What follows belongs to an exercise in optimizing a design on an open flow for small area and a short achievable clock period; a production flow would make more cautious choices. Only simulation tests tie the RTL to the original design; equivalence was not proved. Power and IR drop assume default switching activity.

<file path="run.sh">
#!/bin/bash
# synth_recipe.tcl (not shown) runs the flow's synth.tcl, then flattens the netlist and writes it again
# the make line also repeats each setting of config.mk as NAME=value (left out here)
make -C /OpenROAD-flow-scripts/flow DESIGN_CONFIG=/design/flow/config.mk WORK_HOME=/design/flow/orfs CLKGATE_MAP_FILE= SYNTH_SCRIPT=/design/flow/synth_recipe.tcl finish
</file>
<file path="design.v">
module zsab #(
    parameter [31:0] PREHEAT_NOMINAL      = 32'd400,
    parameter [15:0] PWM_RANGE            = 16'd5000,
    parameter [7:0]  KIND_SUPPORTED       = 8'h01,
    parameter [15:0] RST_UART_DIV         = 16'd16,
    parameter [31:0] RST_FRAME_TIMEOUT_MS = 32'd20,
    parameter [31:0] RST_CONV_SETTLE_MS   = 32'd2,
    parameter [31:0] RST_PWM_BUDGET_MS    = 32'd100,
    parameter [15:0] RST_SCK_HALF         = 16'd4
) (
    input             clk,
    input             rst,
    input      [31:0] ms_now,
    input      [5:0]  bus_addr,
    input             bus_we,
    input             bus_re,
    input      [31:0] bus_wdata,
    output reg [31:0] bus_rdata,
    output reg        uart_tx,
    input             uart_rx,
    output reg        sbr_sck,
    output reg        sbr_cs_n,
    input             sbr_so,
    input             pwm_in,
    output reg        tmr_suspend,
    output reg        evt_done
);
    localparam [3:0] S_IDLE      = 4'd0,
                     S_SER_START = 4'd1,
                     S_SER_TX    = 4'd2,
                     S_SER_RX    = 4'd3,
                     S_SER_CHECK = 4'd4,
                     S_SBR_START = 4'd5,
                     S_SBR_TRIG  = 4'd6,
                     S_SBR_SETTLE= 4'd7,
                     S_SBR_SETUP = 4'd8,
                     S_SBR_HI    = 4'd9,
                     S_SBR_LO    = 4'd10,
                     S_SBR_EVAL  = 4'd11,
                     S_PWM_START = 4'd12,
                     S_PWM_POLL  = 4'd13,
                     S_PWM_CALC  = 4'd14,
                     S_CHK_START = 4'd15;
    localparam [2:0] P_WAIT_LOW  = 3'd0,
                     P_WAIT_HIGH = 3'd1,
                     P_CNT_HIGH  = 3'd2,
                     P_CNT_LOW   = 3'd3,
                     P_FINISHED  = 3'd4;
    localparam [7:0] C_NONE         = 8'h00,
                     C_SUCCESS_UINT = 8'h01,
                     C_SUCCESS_FP2  = 8'h02,
                     C_FAIL         = 8'hFF,
                     C_TIMEOUT      = 8'hFE,
                     C_WRONG_ANSWER = 8'hFD,
                     C_CHECKSUM     = 8'hFC,
                     C_WRONG_ID     = 8'hFB,
                     C_CONNECT      = 8'hFA,
                     C_ACK_L        = 8'hF9,
                     C_ACK_H        = 8'hF8;
    localparam [1:0] RX_IDLE = 2'd0, RX_START = 2'd1, RX_DATA = 2'd2, RX_STOP = 2'd3;
    localparam [5:0] A_CMD = 6'h00, A_STATUS = 6'h01, A_RESULT = 6'h02, A_VALUE = 6'h03,
                     A_DEADLINE = 6'h04, A_UART_DIV = 6'h05, A_FRAME_TO = 6'h06,
                     A_CONV_SETTLE = 6'h07, A_PWM_BUDGET = 6'h08, A_SCK_HALF = 6'h09,
                     A_SBR_RAW = 6'h0A, A_PWM_HIGH = 6'h0B, A_PWM_LOW = 6'h0C,
                     A_FRAME0 = 6'h0D, A_FRAME1 = 6'h0E, A_FRAME2 = 6'h0F, A_NOW = 6'h10;
    reg [3:0]  seq;
    reg        done, rej;
    reg [2:0]  op;
    reg [7:0]  code;
    reg [31:0] value;
    reg [31:0] warmup_deadline;
    reg [15:0] uart_div;
    reg [31:0] frame_timeout_ms;
    reg [31:0] conv_settle_ms;
    reg [31:0] pwm_budget_ms;
    reg [15:0] sck_half;
    reg [15:0] sbr_raw;
    reg [31:0] pwm_high_ms;
    reg [31:0] pwm_low_ms;
    reg [7:0]  frame [0:8];
    reg [2:0]  pst;
    reg [7:0]  kind;
    reg [15:0] cnt;
    reg [3:0]  txi;
    reg [3:0]  txb;
    reg [31:0] t0;
    reg [31:0] t_high;
    reg [31:0] t_low;
    reg [7:0]  tent;
    reg [3:0]  bi;
    reg [15:0] raw;
    reg        rx_en;
    reg [1:0]  rx_st;
    reg [15:0] rx_cnt;
    reg [2:0]  rx_bit;
    reg [7:0]  rx_sh;
    reg [3:0]  rx_count;
    reg rx_s1, rx_s, so_s1, so_s, pwm_s1, pwm_s;
    integer k;
    wire        busy    = (seq != S_IDLE);
    wire        preheat = (ms_now < warmup_deadline);
    wire [31:0] elapsed = ms_now - t0;
    wire [7:0] frame_sum = frame[1] + frame[2] + frame[3] + frame[4] +
                           frame[5] + frame[6] + frame[7];
    wire [7:0] frame_chk = 8'd0 - frame_sum;
    reg [7:0] req_byte;
    always @* begin
        case (txi)
            4'd0: req_byte = 8'hFF;
            4'd1: req_byte = 8'h01;
            4'd2: req_byte = 8'h86;
            4'd8: req_byte = 8'h79;
            default: req_byte = 8'h00;
        endcase
    end
    wire [3:0] cmd_op    = bus_wdata[3:0];
    wire       cmd_legal = (bus_wdata[7:4] == 4'd0) && (bus_wdata[31:16] == 16'd0) &&
                           (cmd_op >= 4'd1) && (cmd_op <= 4'd4) &&
                           ((cmd_op == 4'd2) || (bus_wdata[15:8] == 8'd0));
    reg  [3:0] cmd_start;
    always @* begin
        case (cmd_op)
            4'd1: cmd_start = S_SER_START;
            4'd2: cmd_start = S_SBR_START;
            4'd3: cmd_start = S_PWM_START;
            default: cmd_start = S_CHK_START;
        endcase
    end
    wire signed [47:0] pwm_num = $signed({32'd0, PWM_RANGE}) *
                                 ($signed({16'd0, pwm_high_ms}) - 48'sd2);
    wire signed [47:0] pwm_den = $signed({16'd0, pwm_high_ms}) +
                                 $signed({16'd0, pwm_low_ms}) - 48'sd4;
    wire signed [47:0] pwm_q   = pwm_num / pwm_den;
    wire [31:0] sbr_value = {20'd0, raw[14:3]} * 32'd25;
    reg        fin;
    reg [7:0]  fin_code;
    reg [31:0] fin_val;
    always @* begin
        fin      = 1'b0;
        fin_code = C_NONE;
        fin_val  = 32'd0;
        case (seq)
            S_SER_START, S_PWM_START:
                if (preheat) begin
                    fin = 1'b1; fin_code = C_SUCCESS_UINT; fin_val = PREHEAT_NOMINAL;
                end
            S_SER_RX:
                if (rx_count != 4'd9 && elapsed >= frame_timeout_ms) begin
                    fin = 1'b1; fin_code = C_TIMEOUT;
                end
            S_SER_CHECK: begin
                fin = 1'b1;
                if (frame[0] != 8'hFF)
                    fin_code = C_WRONG_ANSWER;
                else if (frame_chk != frame[8])
                    fin_code = C_CHECKSUM;
                else begin
                    fin_code = C_SUCCESS_UINT;
                    fin_val  = {16'd0, frame[6], frame[7]};
                end
            end
            S_SBR_START:
                if (kind != KIND_SUPPORTED) begin
                    fin = 1'b1; fin_code = C_FAIL;
                end
            S_SBR_EVAL: begin
                fin = 1'b1;
                if (raw[15])
                    fin_code = C_WRONG_ID;
                else if (raw[2])
                    fin_code = C_CONNECT;
                else begin
                    fin_code = C_SUCCESS_FP2;
                    fin_val  = sbr_value;
                end
            end
            S_PWM_POLL:
                if (elapsed >= pwm_budget_ms) begin
                    fin = 1'b1; fin_code = tent;
                end
            S_PWM_CALC: begin
                fin = 1'b1;
                if (pwm_den <= 48'sd0)
                    fin_code = C_FAIL;
                else begin
                    fin_code = C_SUCCESS_UINT;
                    fin_val  = pwm_q[31:0];
                end
            end
            S_CHK_START: begin
                fin = 1'b1; fin_code = C_SUCCESS_UINT; fin_val = {24'd0, frame_chk};
            end
            default: ;
        endcase
    end
    always @* begin
        case (bus_addr)
            A_STATUS:      bus_rdata = {12'd0, rx_count, tmr_suspend, pst, seq,
                                        1'b0, op, 1'b0, rej, done, busy};
            A_RESULT:      bus_rdata = {{24{code[7]}}, code};
            A_VALUE:       bus_rdata = value;
            A_DEADLINE:    bus_rdata = warmup_deadline;
            A_UART_DIV:    bus_rdata = {16'd0, uart_div};
            A_FRAME_TO:    bus_rdata = frame_timeout_ms;
            A_CONV_SETTLE: bus_rdata = conv_settle_ms;
            A_PWM_BUDGET:  bus_rdata = pwm_budget_ms;
            A_SCK_HALF:    bus_rdata = {16'd0, sck_half};
            A_SBR_RAW:     bus_rdata = {16'd0, sbr_raw};
            A_PWM_HIGH:    bus_rdata = pwm_high_ms;
            A_PWM_LOW:     bus_rdata = pwm_low_ms;
            A_FRAME0:      bus_rdata = {frame[3], frame[2], frame[1], frame[0]};
            A_FRAME1:      bus_rdata = {frame[7], frame[6], frame[5], frame[4]};
            A_FRAME2:      bus_rdata = {24'd0, frame[8]};
            A_NOW:         bus_rdata = ms_now;
            default:       bus_rdata = 32'd0;
        endcase
    end
    always @(posedge clk) begin
        if (rst) begin
            seq <= S_IDLE; done <= 1'b0; rej <= 1'b0; op <= 3'd0;
            code <= C_NONE; value <= 32'd0;
            warmup_deadline  <= 32'd0;
            uart_div         <= RST_UART_DIV;
            frame_timeout_ms <= RST_FRAME_TIMEOUT_MS;
            conv_settle_ms   <= RST_CONV_SETTLE_MS;
            pwm_budget_ms    <= RST_PWM_BUDGET_MS;
            sck_half         <= RST_SCK_HALF;
            sbr_raw <= 16'd0; pwm_high_ms <= 32'd0; pwm_low_ms <= 32'd0;
            for (k = 0; k < 9; k = k + 1) frame[k] <= 8'd0;
            pst <= P_WAIT_LOW; kind <= 8'd0; cnt <= 16'd0; txi <= 4'd0; txb <= 4'd0;
            t0 <= 32'd0; t_high <= 32'd0; t_low <= 32'd0; tent <= 8'd0;
            bi <= 4'd0; raw <= 16'd0;
            rx_en <= 1'b0; rx_st <= RX_IDLE; rx_cnt <= 16'd0; rx_bit <= 3'd0;
            rx_sh <= 8'd0; rx_count <= 4'd0;
            rx_s1 <= 1'b1; rx_s <= 1'b1; so_s1 <= 1'b0; so_s <= 1'b0;
            pwm_s1 <= 1'b1; pwm_s <= 1'b1;
            uart_tx <= 1'b1; sbr_sck <= 1'b0; sbr_cs_n <= 1'b1;
            tmr_suspend <= 1'b0; evt_done <= 1'b0;
        end else begin
            rx_s1  <= uart_rx; rx_s  <= rx_s1;
            so_s1  <= sbr_so;  so_s  <= so_s1;
            pwm_s1 <= pwm_in;  pwm_s <= pwm_s1;
            evt_done <= 1'b0;
            if (bus_we) begin
                case (bus_addr)
                    A_CMD:
                        if (!busy && cmd_legal) begin
                            seq   <= cmd_start;
                            op    <= cmd_op[2:0];
                            done  <= 1'b0;
                            code  <= C_NONE;
                            value <= 32'd0;
                            kind  <= bus_wdata[15:8];
                        end else begin
                            rej <= 1'b1;
                        end
                    A_STATUS: begin
                        if (bus_wdata[1]) done <= 1'b0;
                        if (bus_wdata[2]) rej  <= 1'b0;
                    end
                    A_DEADLINE, A_UART_DIV, A_FRAME_TO, A_CONV_SETTLE, A_PWM_BUDGET,
                    A_SCK_HALF, A_FRAME0, A_FRAME1, A_FRAME2:
                        if (busy) begin
                            rej <= 1'b1;
                        end else begin
                            case (bus_addr)
                                A_DEADLINE:    warmup_deadline  <= bus_wdata;
                                A_UART_DIV:    uart_div <= (bus_wdata[15:0] < 16'd4) ? 16'd4 : bus_wdata[15:0];
                                A_FRAME_TO:    frame_timeout_ms <= bus_wdata;
                                A_CONV_SETTLE: conv_settle_ms   <= bus_wdata;
                                A_PWM_BUDGET:  pwm_budget_ms    <= bus_wdata;
                                A_SCK_HALF:    sck_half <= (bus_wdata[15:0] < 16'd2) ? 16'd2 : bus_wdata[15:0];
                                A_FRAME0: begin
                                    frame[0] <= bus_wdata[7:0];   frame[1] <= bus_wdata[15:8];
                                    frame[2] <= bus_wdata[23:16]; frame[3] <= bus_wdata[31:24];
                                end
                                A_FRAME1: begin
                                    frame[4] <= bus_wdata[7:0];   frame[5] <= bus_wdata[15:8];
                                    frame[6] <= bus_wdata[23:16]; frame[7] <= bus_wdata[31:24];
                                end
                                default:       frame[8] <= bus_wdata[7:0];
                            endcase
                        end
                    default: ;
                endcase
            end
            if (rx_en && !fin) begin
                case (rx_st)
                    RX_IDLE:
                        if (!rx_s) begin
                            rx_st <= RX_START; rx_cnt <= 16'd1;
                        end
                    RX_START:
                        if (rx_cnt == {1'b0, uart_div[15:1]}) begin
                            if (!rx_s) begin
                                rx_st <= RX_DATA; rx_cnt <= 16'd1; rx_bit <= 3'd0;
                            end else begin
                                rx_st <= RX_IDLE;
                            end
                        end else begin
                            rx_cnt <= rx_cnt + 16'd1;
                        end
                    RX_DATA:
                        if (rx_cnt == uart_div) begin
                            rx_sh[rx_bit] <= rx_s;
                            rx_cnt <= 16'd1;
                            if (rx_bit == 3'd7) rx_st <= RX_STOP;
                            else rx_bit <= rx_bit + 3'd1;
                        end else begin
                            rx_cnt <= rx_cnt + 16'd1;
                        end
                    default:  
                        if (rx_cnt == uart_div) begin
                            rx_st <= RX_IDLE;
                            if (rx_count < 4'd9) begin
                                frame[rx_count] <= rx_sh;
                                rx_count <= rx_count + 4'd1;
                            end
                        end else begin
                            rx_cnt <= rx_cnt + 16'd1;
                        end
                endcase
            end
            case (seq)
                S_SER_START:
                    if (!preheat) begin
                        for (k = 0; k < 9; k = k + 1) frame[k] <= 8'd0;
                        rx_count <= 4'd0;
                        rx_en <= 1'b1; rx_st <= RX_IDLE; rx_cnt <= 16'd0; rx_bit <= 3'd0;
                        txi <= 4'd0; txb <= 4'd0; cnt <= 16'd1;
                        uart_tx <= 1'b0;
                        seq <= S_SER_TX;
                    end
                S_SER_TX:
                    if (cnt < uart_div) begin
                        cnt <= cnt + 16'd1;
                    end else begin
                        cnt <= 16'd1;
                        if (txb < 4'd9) begin
                            txb <= txb + 4'd1;
                            uart_tx <= (txb == 4'd8) ? 1'b1 : req_byte[txb[2:0]];
                        end else if (txi < 4'd8) begin
                            txi <= txi + 4'd1; txb <= 4'd0;
                            uart_tx <= 1'b0;
                        end else begin
                            t0  <= ms_now;
                            seq <= S_SER_RX;
                        end
                    end
                S_SER_RX:
                    if (rx_count == 4'd9) seq <= S_SER_CHECK;
                S_SBR_START:
                    if (kind == KIND_SUPPORTED) begin
                        sbr_cs_n <= 1'b0; cnt <= 16'd1; seq <= S_SBR_TRIG;
                    end
                S_SBR_TRIG:
                    if (cnt < sck_half) begin
                        cnt <= cnt + 16'd1;
                    end else begin
                        sbr_cs_n <= 1'b1; t0 <= ms_now; seq <= S_SBR_SETTLE;
                    end
                S_SBR_SETTLE:
                    if (elapsed >= conv_settle_ms) begin
                        sbr_cs_n <= 1'b0; cnt <= 16'd1; seq <= S_SBR_SETUP;
                    end
                S_SBR_SETUP:
                    if (cnt < sck_half) begin
                        cnt <= cnt + 16'd1;
                    end else begin
                        sbr_sck <= 1'b1; cnt <= 16'd1; bi <= 4'd15; seq <= S_SBR_HI;
                    end
                S_SBR_HI:
                    if (cnt < sck_half) begin
                        cnt <= cnt + 16'd1;
                    end else begin
                        raw[bi] <= so_s; sbr_sck <= 1'b0; cnt <= 16'd1; seq <= S_SBR_LO;
                    end
                S_SBR_LO:
                    if (cnt < sck_half) begin
                        cnt <= cnt + 16'd1;
                    end else if (bi == 4'd0) begin
                        sbr_cs_n <= 1'b1; seq <= S_SBR_EVAL;
                    end else begin
                        bi <= bi - 4'd1; sbr_sck <= 1'b1; cnt <= 16'd1; seq <= S_SBR_HI;
                    end
                S_SBR_EVAL:
                    sbr_raw <= raw;
                S_PWM_START:
                    if (!preheat) begin
                        tmr_suspend <= 1'b1;
                        t0 <= ms_now;
                        pst <= P_WAIT_LOW;
                        tent <= C_ACK_L;
                        pwm_high_ms <= 32'd0; pwm_low_ms <= 32'd0;
                        seq <= S_PWM_POLL;
                    end
                S_PWM_POLL:
                    if (!fin) begin
                        case (pst)
                            P_WAIT_LOW:
                                if (!pwm_s) begin
                                    pst <= P_WAIT_HIGH; tent <= C_ACK_H;
                                end
                            P_WAIT_HIGH:
                                if (pwm_s) begin
                                    t_high <= ms_now; pst <= P_CNT_HIGH; tent <= C_TIMEOUT;
                                end
                            P_CNT_HIGH:
                                if (!pwm_s) begin
                                    pwm_high_ms <= ms_now - t_high; t_low <= ms_now;
                                    pst <= P_CNT_LOW;
                                end
                            P_CNT_LOW:
                                if (pwm_s) begin
                                    pwm_low_ms <= ms_now - t_low; pst <= P_FINISHED;
                                    seq <= S_PWM_CALC;
                                end
                            default: ;
                        endcase
                    end
                default: ;
            endcase
            if (fin) begin
                code        <= fin_code;
                value       <= fin_val;
                done        <= 1'b1;
                seq         <= S_IDLE;
                evt_done    <= 1'b1;
                uart_tx     <= 1'b1;
                sbr_sck     <= 1'b0;
                sbr_cs_n    <= 1'b1;
                tmr_suspend <= 1'b0;
                rx_en       <= 1'b0;
                rx_st       <= RX_IDLE;
            end
        end
    end
endmodule
</file>
<file path="constraint.sdc">
create_clock -name core_clock -period 200.0 [get_ports {clk}]
set_input_delay 40.0000 -clock core_clock [delete_from_list [all_inputs] [get_ports {clk}]]
set_output_delay 40.0000 -clock core_clock [all_outputs]
set_load 0.01 [all_outputs]
</file>
<file path="config.mk">
export PLATFORM = sky130hd
export DESIGN_NAME = zsab
export DESIGN_NICKNAME = zsab
export VERILOG_FILES = /design/flow/design.v
export SDC_FILE = /design/flow/constraint.sdc
export NUM_CORES = 4
export LEC_CHECK = 0
export CAP_MARGIN = 20
export CORE_MARGIN = 2
export CORE_UTILIZATION = 40
export SLEW_MARGIN = 20
</file>
==> notes.md <==
-- registers in the layout, summed over array words and instances, names as in the netlist, 32 cells and up --
name / flops
frame: 72
conv_settle_ms: 32
frame_timeout_ms: 32
pwm_budget_ms: 32
pwm_high_ms: 32
pwm_low_ms: 32
t0: 32
t_high: 32
t_low: 32
value: 32
warmup_deadline: 32
-- synthesized netlist by cell type (all sizes together), types with 37 or more instances --
master	instances	area (µm²)
and3	145	907
nor3	509	2560
a21oi	1395	7010
a211oi	110	841
edfxtp	72	2160
nor2	1490	5620
xnor2	677	5940
o21bai	113	848
inv	1111	4170
nand4	178	1130
nand2b	169	1060
a211o	42	368
dfxtp	484	9690
o21a	361	2720
mux2i	118	1180
a31oi	207	1300
or2	104	651
a21o	530	3980
a221oi	63	558
a21boi	65	488
a31o	49	438
nor2b	210	1310
buf	109	489
nand2	1842	6920
o21ai	818	4100
and2	138	863
o211ai	102	766
or4	37	285
ha	1745	21800
nor4	93	633
nand3	365	1830
or3	154	968
o31ai	122	926
clkbuf	497	1870
fa	139	2780
o2111ai	44	392
a222oi	52	521
xor2	385	3380
a22oi	80	606
o22ai	73	457
mux2	230	2600
-- cells by family after synthesis --
| family | Yosys count |
|---|---|
| muxes | 356 |
| DFF | 556 |
| AOI/OAI and AO/OA | 4675 |
| and+or+nand+nor | 5581 |
| buffers and inverters | 1719 |
| adders and majority gates | 1884 |
| other | 2 |
| xor gates and xnor gates | 1062 |
-- routing by layer --
layer,GRT usage,routed length [µm],vias up
met5,0,563,-
met4,0.141,25000,88
met3,0.112,68400,1042
met2,0.491,200000,5832
met1,0.457,210000,57400
li1,-,-,57200
-- layout make-up --
type                       instances  area [µm²]
tap                             3724        4660
clock inverter                    33         435
inverter                        1113        4180
timing repair buffer             415        3400
multi-input combinational      13700       95800
fill                           29100      158000
clock buffer                      89        1920
antenna                           24        60.1
sequential                       556       11900
-- what timing repair did --
item                       in CTS  in global routing
setup endpoints to repair       0                 32
gates resized for setup         0                 24
hold buffers                    0                  0
buffers inserted                0                  2
-- metrics by stage --
step / instance area (µm²) / worst slack [ps] / hold slack (ps) / power, mW
after floorplan: 113000 / 44250 / 389 / 1600
after global placement: 120000 / 11400 / 394 / 1340
after detailed placement: 120000 / 11740 / 404 / 1350
after CTS: 122000 / 10910 / 412 / 1350
after global routing: 122000 / 155 / 419 / 1380
final: 122000 / 8730 / 411 / 1340
==> impl_results.md <==
- Hold WC Path Type: reg -> reg
- Post-Synth XOR/XNOR Area: 0.0827
- Logic gate share of total power: 1.000
- PortBufs: 112
- Cell mode on critical path: o21a_1
- Share of cells above drive strength 1: 0.0641
- Area growth, synth to finish: 8.40%
- CP delay by family, top: compound AO/OA/AOI/OAI gates
- WP data arrival: 191870 ps
- I/O pins: 114
- TritonCTS clock tree: yes
- Total core area: 0.280 mm²
- Most frequent cells in the layout: nand2_1 (1837), ha_1 (1744), nor2_1 (1471)
- Initial DRC Count: 14.9k
- Post-synthesis mux area share: 0.0351
- EDFF count, synth: 72
- Final setup violation count: 0
- Tcrit/Tclk final: 0.956
- CTS max path bufs: 3
- RSZ-0062 raised after global routing: no
- Pins Over Slew Limit: 0
- Max-cap viol count: 0
- All-Layer GR Usage: 0.339
- Post-Syn Instances: 15.8k
- Net count, final: 17.8k
- Synthesized cell area: 0.113 mm²
- First-pass GRT wire length: 734 mm
- Crit path launch: pwm_high_ms[2]$_SDFFE_PP0P_
- Worst EP required: 200600 ps
- Post-detail-place hpwl: 404 mm
- Worst-Margin Slew: 1200 ps
- Synth Area in Simple Gates: 0.230
- P_seq: 0.115 mW
- Initial core utilization: 0.403
- Setup tns final: 0 ps
- Sequential-to-total area share from yosys stat: 0.105
- Inst Count DP: 19.5k
- DR vias/cell: 6.19
- Hold Crit Endpoint: pwm_s$_SDFF_PP1_
- Unique masters post-synth: 127
- Main combinational cell family by area after synthesis: compound AO/OA/AOI/OAI gates
- Reg-to-Reg End: value[15]$_SDFFE_PP0P_
- Synth Warn #: 1
- Pre-Repair DR Iteration Count: 10
- Clk power: 0.135 mW
- Avg Inst Size Synth: 7.12 µm²
- Util after Layout: 0.437
- Die area: 0.286 mm²
- Synth Area in Adders: 0.218
- Setup crit start kind: register
- Clock slew at reported path FFs: 60 ps
- Leakage: 55.6 nW
- Post-synth ARST share: 0
- Die Span X: 535 µm
- Largest Pwr Group: combinational cells
- Crit path max-delay cell type: a211oi_1
- Switch Pwr: 779 mW
- Register share of total power: 0
- Clk pwr share: 0
- Max incr delay on CP: 870 ps
- WP depth: 682
- Final GP Congestion: 1.05
- R2R setup slack: 8730 ps
- Row count: 194
- Most common cell after layout, fill and taps aside: nand2_1
- Wire per inst: 25.6 µm
- CP Capture Type: register
- Largest net degree at the start of global routing: 92
- Min-delay src: pwm_s1$_SDFF_PP1_
- CTS H-Tree Depth: 3
- #FFs+latches synth: 556
- Peak Freq: 0.00523 GHz
- CTS buffer count: 69
- Peak VDD IR: 12.7 mV
- Clock latency (worst-skew pair): 680 ps
- Pwr/cell area: 10900 mW/mm²
- Initial antenna violation count: 76
- Critical path peak fanout: 48
- Die Ht: 535 µm
- Final ANT Viol Nets: 0
- Compound-Gate Fraction of Synth Area: 0.271
- Vias post-DR: 122k
- R2R cell count: 682
- Post-route DRC: 0
- Worst r2r src: pwm_high_ms[2]$_SDFFE_PP0P_
- Ys flop type: dfxtp_1
- Final hold vios: 0
- Max-slew headroom: 0.195
- Total routed wirelength: 504 mm
- Outcome: complete, no violations
- Sw Ratio: 0.583
- Post-layout minimum cycle time: 191270 ps
- Combinational power: 1340 mW
- Hold path depth: 1
- Pint: 557 mW
- CTS root buf: clkbuf_16
- Skew final: 37.7 ps
- Vias in the first global route: 110k
- Worst Setup EP: value[15]$_SDFFE_PP0P_
- Worst path bufs/invs: 51
- Post-route insts no fill: 19.6k
- Worst Setup Path Type: reg -> reg
- Num Clock Sinks: 556
- GRT overflow: 0

re-timing with driven ports:
The flow's constraints put no driver on any port. The routed layout listed below was extracted and timed again, unchanged, in two steps. Step 1, drivers: a clkbuf_16 drives clk and a buf_2 each remaining input, both assumed. Step 2, shift: input delay + t, output delay - t, t = (earliest + latest rising clock arrival at the registers) / 2. This alone moves slack from input paths to output paths. Slacks: ideal / step 1 / step 2; pairs: ideal / step 1.
shift t [ns]: 0.772
setup slack, ns: 8.731 / 8.731 / 8.731
worst slew at a driven data input, ns: 0.44
After both steps this run still meets setup and hold. For this run, drivers alone change the setup slack by 0.000 ns; drivers and shift together by 0.000 ns.
